This is an optimization exercise on Yosys and OpenROAD, whose aim is small area, a short achievable clock period and few clock cycles per item, not a production implementation. At most, simulation tests tie the RTL to the original design; equivalence was not proved. Power figures rest on the tool's default switching activity, not on a simulated workload.

job 1643:
==> flow/design.v (excerpt) <==
module flanger_sweep_state_machine #(
    parameter N = 32,              
    parameter L = 24               
) (
    input  wire        clk,
    input  wire        rst,
    input  wire        key_valid,
    input  wire [7:0]  key_char,
    input  wire        btn,
    input  wire        in_valid,
    output wire        in_ready,
    input  wire [15:0] mic,
    input  wire [15:0] gen,
    output reg         out_valid,
    input  wire        out_ready,
    output reg  [31:0] out_data,
    output reg         out_last,
    output reg         out_ev_valid,
    output reg         out_ev_kind,    
    output reg  [7:0]  out_ev_arg,
    output wire [15:0] gen_freq
);
Size in the first run: about 2,300 cells after synthesis, ~580 flip-flops, ~110 I/O pins, roughly 0.029 sq mm of cells after synthesis.
make LEC_CHECK=0 CAP_MARGIN=20 CORE_MARGIN=2 CORE_UTILIZATION=40 SETUP_SLACK_MARGIN=4.5 SLEW_MARGIN=20 finish   # period 8.0 ns
run.sh (not shown) runs the stock make flow with config.mk's settings and CLKGATE_MAP_FILE= SYNTH_SCRIPT=/design/flow/synth_recipe.tcl, a recipe that flattens the netlist after the stock synthesis.
Inputs modified between job 1643 and job 3470:
# job 1643
export LEC_CHECK = 0
export CAP_MARGIN = 20
export CORE_MARGIN = 2
export CORE_UTILIZATION = 40
export SETUP_SLACK_MARGIN = 4.5
export SLEW_MARGIN = 20
create_clock -name core_clock -period 8.0 [get_ports {clk}]
# job 3470
export LEC_CHECK = 0
export ABC_CLOCK_PERIOD_IN_PS = 2500
export CAP_MARGIN = 20
export CORE_MARGIN = 2
export CORE_UTILIZATION = 40
export SLEW_MARGIN = 20
create_clock -name core_clock -period 8.0 [get_ports {clk}]
### Flow results
Taking job 1643 as the reference point, the sequential share of layout area of job 3470 rises by 2.1 points. Worst IR drop on VDD (higher): job 3470. Reported net switching power was higher in the run labelled job 1643. Summary of job 3470 over job 1643: final cycle utilization of the critical path moved up, fraction of met1 tracks used by global routing went up by 0.52 points, number of placed cells counting well taps now sits at about the same level, total power shrank by 3.9%. Final HPWL from detailed placement: job 3470 and job 1643 compared, lower one is job 1643.
Setup changes, job 3470 to job 2379
# job 3470
export LEC_CHECK = 0
export ABC_CLOCK_PERIOD_IN_PS = 2500
export CAP_MARGIN = 20
export CORE_MARGIN = 2
export CORE_UTILIZATION = 40
export SLEW_MARGIN = 20
create_clock -name core_clock -period 8.0 [get_ports {clk}]
# job 2379
export LEC_CHECK = 0
export CAP_MARGIN = 20
export CORE_MARGIN = 2
export CORE_UTILIZATION = 40
export SLEW_MARGIN = 20
create_clock -name core_clock -period 8.0 [get_ports {clk}]
## What came out
- Job 3470 -> job 2379: post-place setup slack delta 0, exact match
- Comparing job 2379 against job 3470, there is no change at all in width of the die.
- Total number of sequential cells came out exactly the same in job 3470 and job 2379.
- The first-pass GRT wire length of job 3470 and that of job 2379 are within noise of each other.
- As far as part of the power in registers is concerned, job 3470 and job 2379 perform about the same.
No run of this note included a check of the RTL's function; only the layout flow was run.


## build 2
Another version of the RTL of flanger_sweep_state_machine (not shown whole).
Size: roughly 2300 cells after synthesis, about 590 flip-flops, roughly 0.029 mm^2 of cells after synthesis.
## flanger_sweep_state_machine
module flanger_sweep_state_machine #(
    parameter N = 32,              
    parameter L = 24               
) (
    input  wire        clk,
    input  wire        rst,
    input  wire        key_valid,
    input  wire [7:0]  key_char,
    input  wire        btn,
    input  wire        in_valid,
    output wire        in_ready,
    input  wire [15:0] mic,
    input  wire [15:0] gen,
    output reg         out_valid,
    input  wire        out_ready,
    output reg  [31:0] out_data,
    output reg         out_last,
    output reg         out_ev_valid,
    output reg         out_ev_kind,    
    output reg  [7:0]  out_ev_arg,
    output wire [15:0] gen_freq
);
export LEC_CHECK = 0
export CAP_MARGIN = 10
export CORE_MARGIN = 2
export CORE_UTILIZATION = 40
export CTS_BUF_LIST = sky130_fd_sc_hd__clkbuf_8
export CTS_CLUSTER_DIAMETER = 70
export CTS_CLUSTER_SIZE = 16
export SETUP_SLACK_MARGIN = 5
export SLEW_MARGIN = 10
create_clock -name core_clock -period 8.0 [get_ports {clk}]
standard.sh (not shown) runs the stock make flow with config.mk's settings and CLKGATE_MAP_FILE= SYNTH_SCRIPT=/design/flow/synth_recipe.tcl, a recipe that flattens the netlist after the stock synthesis.
==> flow/flow/run.sh <==
#!/bin/bash
# The standard layout with two changes:
# - the adders are left to ABC: without ADDER_MAP_FILE, synthesis does not
#   turn three-input XOR/majority pairs into full-adder cells, so the
#   multiplier's compressor tree is mapped as plain gates;
# - every port gets a buf_2 as its buffer (the standard flow's choice is a
#   slow delay buffer).
set -euo pipefail
bash standard.sh ADDER_MAP_FILE= "BUFFER_PORTS_ARGS=-buffer_cell sky130_fd_sc_hd__buf_2" finish > make_finish.log 2>&1
In summary, build 2 completed successfully, with a layout that passed the timing, DRC and antenna checks.
Testbench counts of build 2, summed over its fixed seeds: cycles 16,408, items 16,384.
Setup changes, build 2 to build 87
- changing CORE_UTILIZATION from 40 to 50
- changing SLEW_MARGIN from 10 to 20
- changing CAP_MARGIN from 10 to 20
[summary]
- Build 87 against build 2: total vias in the final route flat, register clock-pin slew on the reported worst setup and hold paths flat, layout cell share with drive strength beyond 1 up 0.34 points.
- Compared to build 2, build 87 has share of power burned in the clock network 0.4 points higher.
- Build 2 -> build 87: total net switching power flat
- From build 87 to build 2, final number of setup-violating endpoints did not move at all.
- For final critical-path share of the clock period, build 87 and build 2 come out practically identical.
For build 83, these inputs were changed with respect to build 87:
- CORE_UTILIZATION now 40, was 50
- SETUP_SLACK_MARGIN now 4.9, was 5
Notes after the runs:
In the final reports, the cell area of build 83 is smaller than that of build 87.
Comparing build 83 and build 87, the lower maximum frequency was measured on build 83.
Total setup buffers inserted after CTS (lower): build 83
Re count of clock-buffer cells in the layout: build 83 is 1 up on build 87.
Build 83 does worse than build 87 on die area.
On H-tree depth, build 83 and build 87 are neck and neck.
Build 83 does better than build 87 on via count.
From build 87 to build 83 the numbers moved as follows: post-route met1 wirelength shows no meaningful change, routed wire length shows an increase of 1.0%.
Build 87 reports its worst setup path endpoint as inj1[4]$_SDFFCE_PN0N_ while build 83 reports out_data[24]$_DFFE_PP_.
The inputs of build 27 differ from those of build 83 as listed below.
- SETUP_SLACK_MARGIN now 5, was 4.9
Findings:
- Across build 27 and build 83, none had a timing, DRC or antenna violation.
- NOTE: detailed-route via count in build 27 exceeds that of build 83
- Build 27 has more setup slack than build 83.
- In build 27 relative to build 83, total power density per cell area had gone down slightly.
- On worst slack at placement, build 83 beats build 27.
- From build 83 to build 27 the numbers moved as follows: share of cell area taken by multi-input logic gates fell by 0.27 points, sum of routed wire length over all layers rose by 2.4%, number of gates given a new drive strength after cts rose by 5, summed instance area of the synthesized netlist stayed essentially flat.


Another version of the RTL of flanger_sweep_state_machine (not shown whole).
For scale: about 2,400 cells after synthesis, roughly 110 I/O pins, ~28,000 µm² of cells after synthesis.
clock: 8.0 ns
lec_check: 0
cap_margin: 20
core_margin: 2
core_utilization: 40
cts_buf_list: sky130_fd_sc_hd__clkbuf_8
cts_cluster_diameter: 70
cts_cluster_size: 16
setup_slack_margin: 5
slew_margin: 20
==> flow/flow/run.sh <==
#!/bin/bash
# The standard layout, with the adders left to ABC: without ADDER_MAP_FILE,
# synthesis does not turn three-input XOR/majority pairs into full-adder
# cells, so the multiplier's compressor tree is mapped as plain gates.
set -euo pipefail
bash standard.sh ADDER_MAP_FILE= finish > make_finish.log 2>&1
The baseline finished clean.
==> next run, changes <==
==> flow/run.sh (new file) <==
#!/bin/bash
# synth_recipe.tcl (not shown) runs the flow's synth.tcl, then flattens the netlist and writes it again
# the make line also repeats each setting of config.mk as NAME=value (left out here)
make -C /OpenROAD-flow-scripts/flow DESIGN_CONFIG=/design/flow/config.mk WORK_HOME=/design/flow/orfs CLKGATE_MAP_FILE= SYNTH_SCRIPT=/design/flow/synth_recipe.tcl finish
--- a/flow/config.mk
+++ b/flow/config.mk
@@ -14 +14 @@
-export SETUP_SLACK_MARGIN = 5
+export SETUP_SLACK_MARGIN = 4.8
removed: flow/flow/run.sh
removed: flow/standard.sh
The changed run completed without violations.
Final cell count is lower by 9.0%.
Design area decreases by 6.2%.
Wire length goes down by 10%.
Register-to-register slack gets worse by 160 ps.
Global-route usage falls by 1.3 points.
Via count came out lower by 9.6%.
Sequential share of layout area grows by 3.2 points.
Sequential power goes up by about 2%.
Core utilization goes down by 3.0 points.
Critical path depth fell by 3.
Setup slack degrades by 160 ps.
==> next run, changes <==
==> flow/flow/run.sh (new file) <==
#!/bin/bash
# The standard layout, with the adders left to ABC: without ADDER_MAP_FILE,
# synthesis does not turn three-input XOR/majority pairs into full-adder
# cells, so the multiplier's compressor tree is mapped as plain gates.
# Timing repair aims for 5.3 ns of setup slack (a 2.7 ns period).
set -euo pipefail
bash standard.sh ADDER_MAP_FILE= SETUP_SLACK_MARGIN=5.3 finish > make_finish.log 2>&1
==> flow/standard.sh (new file) <==
#!/bin/bash
# synth_recipe.tcl (not shown) runs the flow's synth.tcl, then flattens the netlist and writes it again
# the make line also repeats each setting of config.mk as NAME=value (left out here)
make -C /OpenROAD-flow-scripts/flow DESIGN_CONFIG=/design/flow/config.mk WORK_HOME=/design/flow/orfs CLKGATE_MAP_FILE= SYNTH_SCRIPT=/design/flow/synth_recipe.tcl "${@:-finish}"
--- a/flow/config.mk
+++ b/flow/config.mk
@@ -14 +14 @@
-export SETUP_SLACK_MARGIN = 4.8
+export SETUP_SLACK_MARGIN = 5
removed: flow/run.sh
Outcome: Final cell count increases by 13%. Worst setup slack gains 240 ps. Clock skew increases by 27 ps. Non-clock buffer count increases by 212. Design area increases by 15%. Via count increases by 14%. Power decreases by 2.9%. Sequential share of layout area decreases by 6.7 points. Utilization increases by 6.9 points. Worst hold slack loses 25 ps.
==> next run, changes <==
==> flow/run.sh (new file) <==
#!/bin/bash
# synth_recipe.tcl (not shown) runs the flow's synth.tcl, then flattens the netlist and writes it again
# the make line also repeats each setting of config.mk as NAME=value (left out here)
make -C /OpenROAD-flow-scripts/flow DESIGN_CONFIG=/design/flow/config.mk WORK_HOME=/design/flow/orfs CLKGATE_MAP_FILE= SYNTH_SCRIPT=/design/flow/synth_recipe.tcl finish
--- a/flow/config.mk
+++ b/flow/config.mk
@@ -11,3 +11,3 @@
-export CTS_BUF_LIST = sky130_fd_sc_hd__clkbuf_8
-export CTS_CLUSTER_DIAMETER = 70
-export CTS_CLUSTER_SIZE = 16
+export CTS_BUF_LIST = sky130_fd_sc_hd__clkbuf_16
+export CTS_CLUSTER_DIAMETER = 90
+export CTS_CLUSTER_SIZE = 20
removed: flow/flow/run.sh
removed: flow/standard.sh
=> The new run finished with timing, DRC and antenna clean. Total power goes up by 11%. Die area stays flat. Synthesized cell count drops by 8.8%. Synthesized area stays flat. Non-clock buffer count falls by 176. Utilization fell by 4.9 points. Setup slack loses 200 ps. Hold slack improves by 21 ps. Design area decreases by 9.4%. Clock power came out higher by 15%.
No functional check of the RTL was part of any run of this note.


RTL: one of the versions met above, not the one the previous note started from.
Size: about 590 flip-flops, about 0.029 mm² of cells after synthesis.
## flanger_sweep_state_machine
module flanger_sweep_state_machine #(
    parameter N = 32,              
    parameter L = 24               
) (
    input  wire        clk,
    input  wire        rst,
    input  wire        key_valid,
    input  wire [7:0]  key_char,
    input  wire        btn,
    input  wire        in_valid,
    output wire        in_ready,
    input  wire [15:0] mic,
    input  wire [15:0] gen,
    output reg         out_valid,
    input  wire        out_ready,
    output reg  [31:0] out_data,
    output reg         out_last,
    output reg         out_ev_valid,
    output reg         out_ev_kind,    
    output reg  [7:0]  out_ev_arg,
    output wire [15:0] gen_freq
);
export LEC_CHECK = 0
export CAP_MARGIN = 20
export CORE_MARGIN = 2
export CORE_UTILIZATION = 40
export CTS_BUF_LIST = sky130_fd_sc_hd__clkbuf_8
export CTS_CLUSTER_DIAMETER = 70
export CTS_CLUSTER_SIZE = 16
export SETUP_SLACK_MARGIN = 5
export SLEW_MARGIN = 20
export TNS_END_PERCENT = 10
create_clock -name core_clock -period 8.0 [get_ports {clk}]
==> flow/flow/run.sh <==
#!/bin/bash
# The standard layout with two changes:
# - the adders are left to ABC: without ADDER_MAP_FILE, synthesis does not
#   turn three-input XOR/majority pairs into full-adder cells, so the
#   multiplier's compressor tree is mapped as plain gates;
# - every port gets a buf_2 as its buffer (the standard flow's choice is a
#   slow delay buffer).
set -euo pipefail
bash standard.sh ADDER_MAP_FILE= "BUFFER_PORTS_ARGS=-buffer_cell sky130_fd_sc_hd__buf_2" finish > make_finish.log 2>&1
The baseline produced a clean layout.
Testbench counts at the start, summed over its fixed seeds: cycles 16,408, items 16,384.
Rerun with:
--- a/flow/flow/run.sh
+++ b/flow/flow/run.sh
@@ -7,3 +7,4 @@
 #   slow delay buffer).
+# Timing repair aims for 5.15 ns of setup slack (a 2.85 ns period).
 set -euo pipefail
-bash standard.sh ADDER_MAP_FILE= "BUFFER_PORTS_ARGS=-buffer_cell sky130_fd_sc_hd__buf_2" finish > make_finish.log 2>&1
+bash standard.sh ADDER_MAP_FILE= "BUFFER_PORTS_ARGS=-buffer_cell sky130_fd_sc_hd__buf_2" SETUP_SLACK_MARGIN=5.15 finish > make_finish.log 2>&1
Settings changed: TNS_END_PERCENT 10 to unset.
Global-route usage increases by 0.45 points.
Routed wire length increases by about 2%.
Power increases by 1.4%.
Area after synthesis is unchanged.
Critical path depth increases by 8.
Design area increases by about 2.5%.
Non-clock buffer count increases by 59.
Sequential cell count stays the same.
Final cell count increases by about 2%.
Sequential share of layout area decreases by 1.2 points.
Sequential power hardly moves.
Rerun with:
--- a/flow/flow/run.sh
+++ b/flow/flow/run.sh
@@ -7,4 +7,3 @@
 #   slow delay buffer).
-# Timing repair aims for 5.15 ns of setup slack (a 2.85 ns period).
 set -euo pipefail
-bash standard.sh ADDER_MAP_FILE= "BUFFER_PORTS_ARGS=-buffer_cell sky130_fd_sc_hd__buf_2" SETUP_SLACK_MARGIN=5.15 finish > make_finish.log 2>&1
+bash standard.sh ADDER_MAP_FILE= "BUFFER_PORTS_ARGS=-buffer_cell sky130_fd_sc_hd__buf_2" finish > make_finish.log 2>&1
Settings changed: TNS_END_PERCENT set to 0.
Total power is lower by 1.8%.
Setup slack gets worse by 180 ps.
Hold slack gains 5.3 ps.
Combinational power shrinks by about 9%.
Area after synthesis is unchanged.
Fmax falls by 5.8%.


## maple
Another version of the RTL of flanger_sweep_state_machine (not shown whole).
For scale: about 580 flip-flops, ~110 I/O pins, about 28,000 sq um of cells after synthesis.
clock: 8.0 ns
lec_check: 0
cap_margin: 20
core_margin: 2
core_utilization: 40
slew_margin: 20
run.sh (not shown) runs the stock make flow with config.mk's settings and CLKGATE_MAP_FILE= SYNTH_SCRIPT=/design/flow/synth_recipe.tcl, a recipe that flattens the netlist after the stock synthesis.
Stock flow here: none of the scripts above is used.
maple reached the end of the flow, and the finished layout is clean on the timing, DRC and antenna checks.
Changes in cedar relative to maple:
# maple
export LEC_CHECK = 0
export CAP_MARGIN = 20
export CORE_MARGIN = 2
export CORE_UTILIZATION = 40
export SLEW_MARGIN = 20
create_clock -name core_clock -period 8.0 [get_ports {clk}]
# cedar
export LEC_CHECK = 0
export ABC_AREA = 1
export CAP_MARGIN = 20
export CORE_MARGIN = 2
export CORE_UTILIZATION = 40
export SETUP_SLACK_MARGIN = 5
export SLEW_MARGIN = 20
create_clock -name core_clock -period 8.0 [get_ports {clk}]
## What came out
Looking at the reports, cedar completed the entire flow and the layout it produced met the timing, DRC and antenna checks.
Higher synthesis-to-layout area growth goes to cedar over maple.
Core utilization for cedar: 1.6 points up relative to maple
cedar ends up with a cell total after placement that is 29% higher than in maple.
Total power was lower in maple than in cedar.
Switching part of the total for cedar is higher than for maple.
Power attributed to sequential cells (lower): maple
a1[15] as the source of the critical timing path was reported by maple, and a1[5] by cedar.
Looking at area enclosed by the die boundary across both flows, cedar is the weaker of the two, with maple ahead.
On cedar: standard-cell row count is 3 higher than what maple gave.
maple leaves less setup margin than cedar.
Function was not checked in any run of this note: the RTL went through the layout flow alone.

## what the ideal ports hide
No port has a modelled driver above. Below, the same layouts with a new extraction and two added sets of constraints. Step 1 sets driving cells, clkbuf_16 on the clock port and buf_2 on the other inputs (assumed; they add their load-dependent delay and slew). Step 2 moves the port delays by t, midway between the first and last clock arrival at a register: inputs arrive t later, outputs are due t later. That takes back most of the time a late clock gives input paths. Three values: no drivers, after step 1, after step 2; two values: the first two.
| run | t, ns | setup WS [ns] | clock arrival spread, ns |
|---|---|---|---|
| job 1643 | 0.685 | 4.287 / 4.287 / 4.026 | 0.052 / 0.053 |
| job 3470 | 0.700 | 3.369 / 3.369 / 3.369 | 0.079 / 0.080 |
| job 2379 | 0.700 | 3.369 / 3.369 / 3.369 | 0.079 / 0.080 |
| build 2 | 0.731 | 5.060 / 5.013 / 4.365 | 0.046 / 0.046 |
| build 87 | 0.726 | 5.056 / 5.046 / 4.364 | 0.050 / 0.049 |
| build 83 | 0.727 | 4.948 / 4.948 / 4.355 | 0.065 / 0.064 |
| build 27 | 0.731 | 5.060 / 5.013 / 4.365 | 0.046 / 0.046 |
| the first run of note 3 | 0.732 | 4.926 / 4.926 / 4.379 | 0.084 / 0.085 |
| the second run of note 3 | 0.731 | 4.764 / 4.764 / 4.219 | 0.038 / 0.038 |
| the third run of note 3 | 0.766 | 5.003 / 4.957 / 4.192 | 0.079 / 0.079 |
| the fourth run of note 3 | 0.641 | 4.802 / 4.802 / 4.419 | 0.045 / 0.045 |
| the first run of note 4 | 0.737 | 4.952 / 4.890 / 4.380 | 0.046 / 0.046 |
| the second run of note 4 | 0.736 | 5.104 / 5.098 / 4.427 | 0.061 / 0.061 |
| the third run of note 4 | 0.738 | 4.924 / 4.883 / 4.235 | 0.042 / 0.043 |
| maple | 0.670 | 3.918 / 3.918 / 3.687 | 0.039 / 0.038 |
| cedar | 0.701 | 4.603 / 4.603 / 4.354 | 0.077 / 0.076 |
After both steps setup and hold are still met in every run listed. For the third run of note 3, which loses most, drivers alone change the setup slack by -0.046 ns; drivers and shift together by -0.811 ns.
